This design comes from an exercise in tuning for small area and a short achievable clock period on the open sky130 flow, not from production work.
At most, simulation tests tie the RTL to the original design; equivalence was not proved. The clock port is modelled as an ideal driver; clocking choices that lean on that would not hold on a real chip.

==> run M <==
==> flow/design.v <==
module kstc_crc32c_step #(
    parameter [31:0] POLY = 32'h82F63B78
) (
    input  wire [31:0] crc_in,
    input  wire [7:0]  data,
    output reg  [31:0] crc_out
);
    integer i;
    always @* begin
        crc_out = crc_in ^ {24'd0, data};
        for (i = 0; i < 8; i = i + 1)
            crc_out = crc_out[0] ? ((crc_out >> 1) ^ POLY) : (crc_out >> 1);
    end
endmodule
module kstc_tx #(
    parameter MAX_PAYLOAD = 64
) (
    input  wire                     clk,
    input  wire                     rst,
    input  wire                     start,
    output wire                     ready,
    input  wire [7:0]               pri,
    input  wire [15:0]              src,
    input  wire [15:0]              dst,
    input  wire [15:0]              dspec,
    input  wire [63:0]              tid,
    input  wire [6:0]               len,
    input  wire [8*MAX_PAYLOAD-1:0] payload,
    output wire                     tx_valid,
    output wire [7:0]               tx_byte,
    input  wire                     tx_accept,
    output reg                      done,
    output reg                      ok
);
    localparam [7:0]  DELIM    = 8'h9E;
    localparam [7:0]  ESC      = 8'h8E;
    reg [7:0]               r_pri;
    reg [15:0]              r_src;
    reg [15:0]              r_dst;
    reg [15:0]              r_dspec;
    reg [63:0]              r_tid;
    reg [8*MAX_PAYLOAD-1:0] r_payload;
    reg        busy;       
    reg        idle;       
    reg        lden;       
    reg [7:0]  ob;         
    reg        ob_close;   
    reg        pend;       
    reg        pend_b4;    
    reg [7:0]  nb;         
    reg        nb_crc;     
    reg        nb_close;   
    reg        ph_hdr, ph_hcrc, ph_pay, ph_pcrc, ph_close;
    reg [7:0]  hlo;
    reg [3:0]  hhi;
    reg [7:0]  plo;
    reg [7:0]  phi;
    reg        crc_sh;     
    reg [6:0]  rem;        
    reg        zlen;       
    reg [31:0] crc;
    wire [8*28-1:0] hdr = {8'h80, 8'h00, 8'h00, 8'h00, r_tid, 64'd0,
                           r_dspec, r_dst, r_src, r_pri, 8'h00};
    reg [7:0] fetch, grp;
    integer g, l;
    always @* begin
        fetch = 8'h00;
        for (g = 0; g < 4; g = g + 1) begin
            grp = 8'h00;
            for (l = 0; l < 8; l = l + 1)
                grp = grp | (hdr[64*g + 8*l +: 8] & {8{hlo[l]}});
            fetch = fetch | (grp & {8{hhi[g]}});
        end
        for (g = 0; g < MAX_PAYLOAD / 8; g = g + 1) begin
            grp = 8'h00;
            for (l = 0; l < 8; l = l + 1)
                grp = grp | (r_payload[64*g + 8*l +: 8] & {8{plo[l]}});
            fetch = fetch | (grp & {8{phi[g]}});
        end
    end
    wire [7:0] lb     = nb_crc ? ~crc[7:0] : nb;
    wire       lb_esc = !nb_close && (lb == DELIM || lb == ESC);
    wire [31:0] crc_step;
    kstc_crc32c_step u_crc (
        .crc_in  (crc),
        .data    (nb),
        .crc_out (crc_step)
    );
    assign ready    = idle;
    assign tx_valid = busy;
    assign tx_byte  = ob;
    always @(posedge clk) begin
        if (rst) begin
            busy <= 1'b0;
            idle <= 1'b1;
            lden <= 1'b1;
            done <= 1'b0;
        end else if (!busy) begin
            busy <= start;
            idle <= !start;
            lden <= !start;
            done <= 1'b0;
        end else begin
            busy <= tx_accept && !ob_close;
            idle <= !tx_accept || ob_close;
            lden <= !tx_accept || ob_close || (!pend && nb_close);
            done <= !tx_accept || ob_close;
        end
        ok <= tx_accept;
        if (lden) begin
            r_pri     <= pri;
            r_src     <= src;
            r_dst     <= dst;
            r_dspec   <= dspec;
            r_tid     <= tid;
            r_payload <= payload;
        end
        if (lden) begin
            ob       <= DELIM;
            ob_close <= 1'b0;
            pend     <= 1'b0;
            nb       <= 8'h00;       
            nb_crc   <= 1'b0;
            nb_close <= 1'b0;
            ph_hdr   <= 1'b1;
            ph_hcrc  <= 1'b0;
            ph_pay   <= 1'b0;
            ph_pcrc  <= 1'b0;
            ph_close <= 1'b0;
            hlo      <= 8'b0000_0010;    
            hhi      <= 4'b0001;
            plo      <= 8'b0000_0000;
            phi      <= 8'b0000_0000;
            crc_sh   <= 1'b0;
            rem      <= len;
            zlen     <= (len == 7'd0);
            crc      <= 32'hFFFFFFFF;
        end else if (pend) begin
            ob   <= pend_b4 ? ~DELIM : ~ESC;
            pend <= 1'b0;
        end else begin
            ob       <= nb_close ? DELIM : (lb_esc ? ESC : lb);
            pend     <= lb_esc;
            pend_b4  <= lb[4];
            ob_close <= nb_close;
            crc      <= crc_sh ? {8'hFF, crc[31:8]} : crc_step;
            nb       <= fetch;
            nb_crc   <= ph_hcrc || ph_pcrc;
            crc_sh   <= ph_hcrc || ph_pcrc || ph_close;
            nb_close <= ph_close;
            hlo      <= {hlo[6:0], hlo[7]};
            plo      <= {plo[6:0], plo[7]};
            if (ph_hdr) begin
                if (hlo[7])
                    hhi <= {hhi[2:0], 1'b0};
                if (hhi[3] && hlo[3]) begin      
                    ph_hdr  <= 1'b0;
                    ph_hcrc <= 1'b1;
                    hhi     <= 4'b0000;
                    hlo     <= 8'b0000_0001;
                end
            end
            if (ph_hcrc && hlo[3]) begin
                ph_hcrc <= 1'b0;
                ph_pay  <= !zlen;
                ph_pcrc <= zlen;
                hlo     <= {7'd0, zlen};
                plo     <= {7'd0, !zlen};
                phi     <= {7'd0, !zlen};
            end
            if (ph_pay) begin
                rem <= rem - 1'b1;
                if (plo[7])
                    phi <= {phi[6:0], 1'b0};
                if (rem == 7'd1) begin
                    ph_pay  <= 1'b0;
                    ph_pcrc <= 1'b1;
                    plo     <= 8'b0000_0000;
                    phi     <= 8'b0000_0000;
                    hlo     <= 8'b0000_0001;
                end
            end
            if (ph_pcrc && hlo[3]) begin
                ph_pcrc  <= 1'b0;
                ph_close <= 1'b1;
            end
            if (ph_close)
                ph_close <= 1'b0;
        end
    end
endmodule
==> flow/flow/run.sh <==
#!/bin/bash
# Standard ORFS layout, except: the port buffers are buf_1 cells rather than
# the delay cells buffer_ports picks by default, and clock tree synthesis
# adds no dummy loads and clusters up to 24 sinks per leaf buffer.
set -euo pipefail
export BUFFER_PORTS_ARGS="-buffer_cell sky130_fd_sc_hd__buf_1"
export CTS_ARGS="-sink_clustering_enable -repair_clock_nets -dont_use_dummy_load -sink_clustering_size 24 -sink_clustering_max_diameter 120"
bash standard.sh > standard_flow.log 2>&1
==> flow/standard.sh <==
#!/bin/bash
# synth_recipe.tcl (not shown) runs the flow's synth.tcl, then flattens the netlist and writes it again
# the make line also repeats each setting of config.mk as NAME=value (left out here)
make -C /OpenROAD-flow-scripts/flow DESIGN_CONFIG=/design/flow/config.mk WORK_HOME=/design/flow/orfs CLKGATE_MAP_FILE= SYNTH_SCRIPT=/design/flow/synth_recipe.tcl "${@:-finish}"
==> flow/config.mk <==
export PLATFORM = sky130hd
export DESIGN_NAME = kstc_tx
export DESIGN_NICKNAME = kstc_tx
export VERILOG_FILES = /design/flow/design.v
export SDC_FILE = /design/flow/constraint.sdc
export NUM_CORES = 4
export LEC_CHECK = 0
export CAP_MARGIN = 20
export CORE_MARGIN = 2
export CORE_UTILIZATION = 40
export SETUP_SLACK_MARGIN = 4.1
export SLEW_MARGIN = 20
==> flow/constraint.sdc <==
create_clock -name core_clock -period 6.5 [get_ports {clk}]
set_input_delay 1.3000 -clock core_clock [delete_from_list [all_inputs] [get_ports {clk}]]
set_output_delay 1.3000 -clock core_clock [all_outputs]
set_load 0.01 [all_outputs]
==> run R: changes against run M <==
==> flow/design.v (replaced) <==
module kstc_crc32c_step #(
    parameter [31:0] POLY = 32'h82F63B78
) (
    input  wire [31:0] crc_in,
    input  wire [7:0]  data,
    output reg  [31:0] crc_out
);
    integer i;
    always @* begin
        crc_out = crc_in ^ {24'd0, data};
        for (i = 0; i < 8; i = i + 1)
            crc_out = crc_out[0] ? ((crc_out >> 1) ^ POLY) : (crc_out >> 1);
    end
endmodule
module kstc_tx #(
    parameter MAX_PAYLOAD = 64
) (
    input  wire                     clk,
    input  wire                     rst,
    input  wire                     start,
    output wire                     ready,
    input  wire [7:0]               pri,
    input  wire [15:0]              src,
    input  wire [15:0]              dst,
    input  wire [15:0]              dspec,
    input  wire [63:0]              tid,
    input  wire [6:0]               len,
    input  wire [8*MAX_PAYLOAD-1:0] payload,
    output wire                     tx_valid,
    output wire [7:0]               tx_byte,
    input  wire                     tx_accept,
    output reg                      done,
    output reg                      ok
);
    localparam [7:0]  DELIM    = 8'h9E;
    localparam [7:0]  ESC      = 8'h8E;
    localparam [2:0] PH_HDR   = 3'd0,
                     PH_HCRC  = 3'd1,
                     PH_PAY   = 3'd2,
                     PH_PCRC  = 3'd3,
                     PH_CLOSE = 3'd4,
                     PH_END   = 3'd5;
    reg [7:0]               r_pri;
    reg [15:0]              r_src;
    reg [15:0]              r_dst;
    reg [15:0]              r_dspec;
    reg [63:0]              r_tid;
    reg [6:0]               r_len;
    reg [8*MAX_PAYLOAD-1:0] r_payload;
    reg        busy;
    reg [7:0]  ob;         
    reg        ob_close;   
    reg        pend;       
    reg        pend_b4;    
    reg [7:0]  nb;         
    reg        nb_crc;     
    reg        nb_close;   
    reg [2:0]  phase;
    reg [5:0]  k;
    reg [31:0] crc;
    wire [8*28-1:0] hdr = {8'h80, 8'h00, 8'h00, 8'h00, r_tid, 64'd0,
                           r_dspec, r_dst, r_src, r_pri, 8'h00};
    wire [7:0] hdr_byte = hdr[8*k[4:0] +: 8];
    wire [7:0] pay_byte = r_payload[8*k +: 8];
    wire take   = busy && !pend;
    wire nb_esc = !nb_close && (nb == DELIM || nb == ESC);
    wire [7:0]  crc_din = nb_crc ? crc[7:0] : nb;
    wire [31:0] crc_step;
    kstc_crc32c_step u_crc (
        .crc_in  (crc),
        .data    (crc_din),
        .crc_out (crc_step)
    );
    wire [31:0] crc_next = crc_step | {{8{nb_crc}}, 24'd0};
    wire [7:0]  crc_out  = ~crc_next[7:0];
    wire last_pay = ({1'b0, k} + 7'd1 == r_len);
    assign ready    = !busy;
    assign tx_valid = busy;
    assign tx_byte  = ob;
    always @(posedge clk) begin
        if (rst) begin
            busy <= 1'b0;
            done <= 1'b0;
        end else if (!busy) begin
            busy <= start;
            done <= 1'b0;
        end else begin
            busy <= tx_accept && !ob_close;
            done <= !tx_accept || ob_close;
        end
        ok <= tx_accept;
        if (!busy) begin
            r_pri     <= pri;
            r_src     <= src;
            r_dst     <= dst;
            r_dspec   <= dspec;
            r_tid     <= tid;
            r_len     <= len;
            r_payload <= payload;
        end
        if (!busy) begin
            ob       <= DELIM;
            ob_close <= 1'b0;
            pend     <= 1'b0;
            nb       <= 8'h00;       
            nb_crc   <= 1'b0;
            nb_close <= 1'b0;
            phase    <= PH_HDR;
            k        <= 6'd1;
            crc      <= 32'hFFFFFFFF;
        end else if (pend) begin
            ob   <= pend_b4 ? ~DELIM : ~ESC;
            pend <= 1'b0;
        end else begin
            ob       <= nb_esc ? ESC : nb;
            pend     <= nb_esc;
            pend_b4  <= nb[4];
            ob_close <= nb_close;
            crc      <= crc_next;
            nb_crc   <= 1'b0;
            nb_close <= 1'b0;
            case (phase)
                PH_HDR: begin
                    nb <= hdr_byte;
                    if (k == 6'd27) begin
                        phase <= PH_HCRC;
                        k     <= 6'd0;
                    end else
                        k <= k + 1'b1;
                end
                PH_HCRC: begin
                    nb     <= crc_out;
                    nb_crc <= 1'b1;
                    if (k == 6'd3) begin
                        phase <= (r_len == 7'd0) ? PH_PCRC : PH_PAY;
                        k     <= 6'd0;
                    end else
                        k <= k + 1'b1;
                end
                PH_PAY: begin
                    nb <= pay_byte;
                    if (last_pay) begin
                        phase <= PH_PCRC;
                        k     <= 6'd0;
                    end else
                        k <= k + 1'b1;
                end
                PH_PCRC: begin
                    nb     <= crc_out;
                    nb_crc <= 1'b1;
                    if (k == 6'd3)
                        phase <= PH_CLOSE;
                    else
                        k <= k + 1'b1;
                end
                PH_CLOSE: begin
                    nb       <= DELIM;
                    nb_close <= 1'b1;
                    phase    <= PH_END;
                end
                default: ;
            endcase
        end
    end
endmodule
==> flow/run.sh (new file) <==
#!/bin/bash
# synth_recipe.tcl (not shown) runs the flow's synth.tcl, then flattens the netlist and writes it again
# the make line also repeats each setting of config.mk as NAME=value (left out here)
make -C /OpenROAD-flow-scripts/flow DESIGN_CONFIG=/design/flow/config.mk WORK_HOME=/design/flow/orfs CLKGATE_MAP_FILE= SYNTH_SCRIPT=/design/flow/synth_recipe.tcl finish
--- a/flow/config.mk
+++ b/flow/config.mk
@@ -10,3 +10,2 @@
 export CORE_UTILIZATION = 40
-export SETUP_SLACK_MARGIN = 4.1
 export SLEW_MARGIN = 20
removed: flow/flow/run.sh
removed: flow/standard.sh
==> run P: changes against run M <==
--- a/flow/design.v
+++ b/flow/design.v
@@ -53,7 +53,5 @@
     reg        ph_hdr, ph_hcrc, ph_pay, ph_pcrc, ph_close;
-    reg [7:0]  hlo;
+    reg [7:0]  klo;
     reg [3:0]  hhi;
-    reg [7:0]  plo;
     reg [7:0]  phi;
-    reg        crc_sh;     
     reg [6:0]  rem;        
@@ -70,3 +68,3 @@
             for (l = 0; l < 8; l = l + 1)
-                grp = grp | (hdr[64*g + 8*l +: 8] & {8{hlo[l]}});
+                grp = grp | (hdr[64*g + 8*l +: 8] & {8{klo[l]}});
             fetch = fetch | (grp & {8{hhi[g]}});
@@ -76,3 +74,3 @@
             for (l = 0; l < 8; l = l + 1)
-                grp = grp | (r_payload[64*g + 8*l +: 8] & {8{plo[l]}});
+                grp = grp | (r_payload[64*g + 8*l +: 8] & {8{klo[l]}});
             fetch = fetch | (grp & {8{phi[g]}});
@@ -88,2 +86,3 @@
     );
+    wire [7:0] klo_rot = {klo[6:0], klo[7]};
     assign ready    = idle;
@@ -129,7 +128,5 @@
             ph_close <= 1'b0;
-            hlo      <= 8'b0000_0010;    
+            klo      <= 8'b0000_0010;    
             hhi      <= 4'b0001;
-            plo      <= 8'b0000_0000;
             phi      <= 8'b0000_0000;
-            crc_sh   <= 1'b0;
             rem      <= len;
@@ -145,13 +142,11 @@
             ob_close <= nb_close;
-            crc      <= crc_sh ? {8'hFF, crc[31:8]} : crc_step;
+            crc      <= nb_crc ? {8'hFF, crc[31:8]} : crc_step;
             nb       <= fetch;
             nb_crc   <= ph_hcrc || ph_pcrc;
-            crc_sh   <= ph_hcrc || ph_pcrc || ph_close;
             nb_close <= ph_close;
-            hlo      <= {hlo[6:0], hlo[7]};
-            plo      <= {plo[6:0], plo[7]};
+            klo      <= klo_rot;
             if (ph_hdr) begin
-                if (hlo[7])
+                if (klo[7])
                     hhi <= {hhi[2:0], 1'b0};
-                if (hhi[3] && hlo[3]) begin      
+                if (hhi[3] && klo[3]) begin      
                     ph_hdr  <= 1'b0;
@@ -159,6 +154,6 @@
                     hhi     <= 4'b0000;
-                    hlo     <= 8'b0000_0001;
+                    klo     <= 8'b0000_0001;
                 end
             end
-            if (ph_hcrc && hlo[3]) begin
+            if (ph_hcrc && klo[3]) begin
                 ph_hcrc <= 1'b0;
@@ -166,5 +161,4 @@
                 ph_pcrc <= zlen;
-                hlo     <= {7'd0, zlen};
-                plo     <= {7'd0, !zlen};
                 phi     <= {7'd0, !zlen};
+                klo     <= 8'b0000_0001;
             end
@@ -172,3 +166,3 @@
                 rem <= rem - 1'b1;
-                if (plo[7])
+                if (klo[7])
                     phi <= {phi[6:0], 1'b0};
@@ -177,8 +171,7 @@
                     ph_pcrc <= 1'b1;
-                    plo     <= 8'b0000_0000;
                     phi     <= 8'b0000_0000;
-                    hlo     <= 8'b0000_0001;
+                    klo     <= 8'b0000_0001;
                 end
             end
-            if (ph_pcrc && hlo[3]) begin
+            if (ph_pcrc && klo[3]) begin
                 ph_pcrc  <= 1'b0;
==> flow/flow/run.sh (replaced) <==
#!/bin/bash
# Standard ORFS layout, except: the port buffers are buf_1 cells rather than
# the delay cells buffer_ports picks by default, and clock tree synthesis
# adds no dummy loads and clusters up to 30 sinks per leaf buffer.
set -euo pipefail
export BUFFER_PORTS_ARGS="-buffer_cell sky130_fd_sc_hd__buf_1"
export CTS_ARGS="-sink_clustering_enable -repair_clock_nets -dont_use_dummy_load -sink_clustering_size 30 -sink_clustering_max_diameter 150"
bash standard.sh > standard_flow.log 2>&1
--- a/flow/config.mk
+++ b/flow/config.mk
@@ -10,3 +10,3 @@
 export CORE_UTILIZATION = 40
-export SETUP_SLACK_MARGIN = 4.1
+export SETUP_SLACK_MARGIN = 3.9
 export SLEW_MARGIN = 20
==> impl_metrics.env <==
export IMPL_r2r_start="pend"
export IMPL_ir_drop_mv=0.236
export IMPL_final_util=0.474
export IMPL_hp_start="ob_close"
export IMPL_fillers=5949
export IMPL_status="no timing/DRC/antenna violations"
the above is filed under run M

==> impl_metrics.env <==
export IMPL_final_util=0.469
export IMPL_async_flop_share=0
export IMPL_r2r_start="klo[2]"
export IMPL_ir_drop_mv=0.227
export IMPL_min_to="ph_hdr"
export IMPL_synth_xor_area_share=0.0330
export IMPL_status="no timing/DRC/antenna violations"
the above is filed under run P

==> impl_metrics.env <==
export IMPL_status="no timing/DRC/antenna violations"
export IMPL_r2r_start="k[0]"
export IMPL_fillers=5584
export IMPL_ir_drop_mv=0.188
export IMPL_synth_compound_area_frac=0.0497
the above is filed under run R

Function not checked in run R and run P: the RTL went through the layout flow alone.

==> port drivers added, routing unchanged <==
The results above use ideal ports. As a check the final layouts listed here were re-extracted and re-timed, cells and wires unchanged. Step 1 sets driving cells, clkbuf_16 on the clock port and buf_2 on the other inputs (assumed; they add their load-dependent delay and slew). Step 2 times the ports against the registers' clock, not the clock port: input delays grow and output delays shrink by t, the midpoint of the rising clock arrivals with the driver on. Slacks: no drivers / after step 1 / after step 2; pairs: no drivers / after step 1.
| run | t (ns) | setup WS [ns] | slew at the worst register clock pin (ns) | worst data-port slew with drivers (ns) | cell pins on the clock port's net |
|---|---|---|---|---|---|
| run M | 0.624 | 4.136 / 4.086 / 4.136 | 0.11 / 0.11 | 0.13 | 1 |
| run R | 0.680 | 2.566 / 2.505 / 2.938 | 0.06 / 0.06 | 0.17 | 1 |
| run P | 0.669 | 3.922 / 3.922 / 3.922 | 0.12 / 0.12 | 0.13 | 1 |
After both steps setup and hold are still met in every run listed.
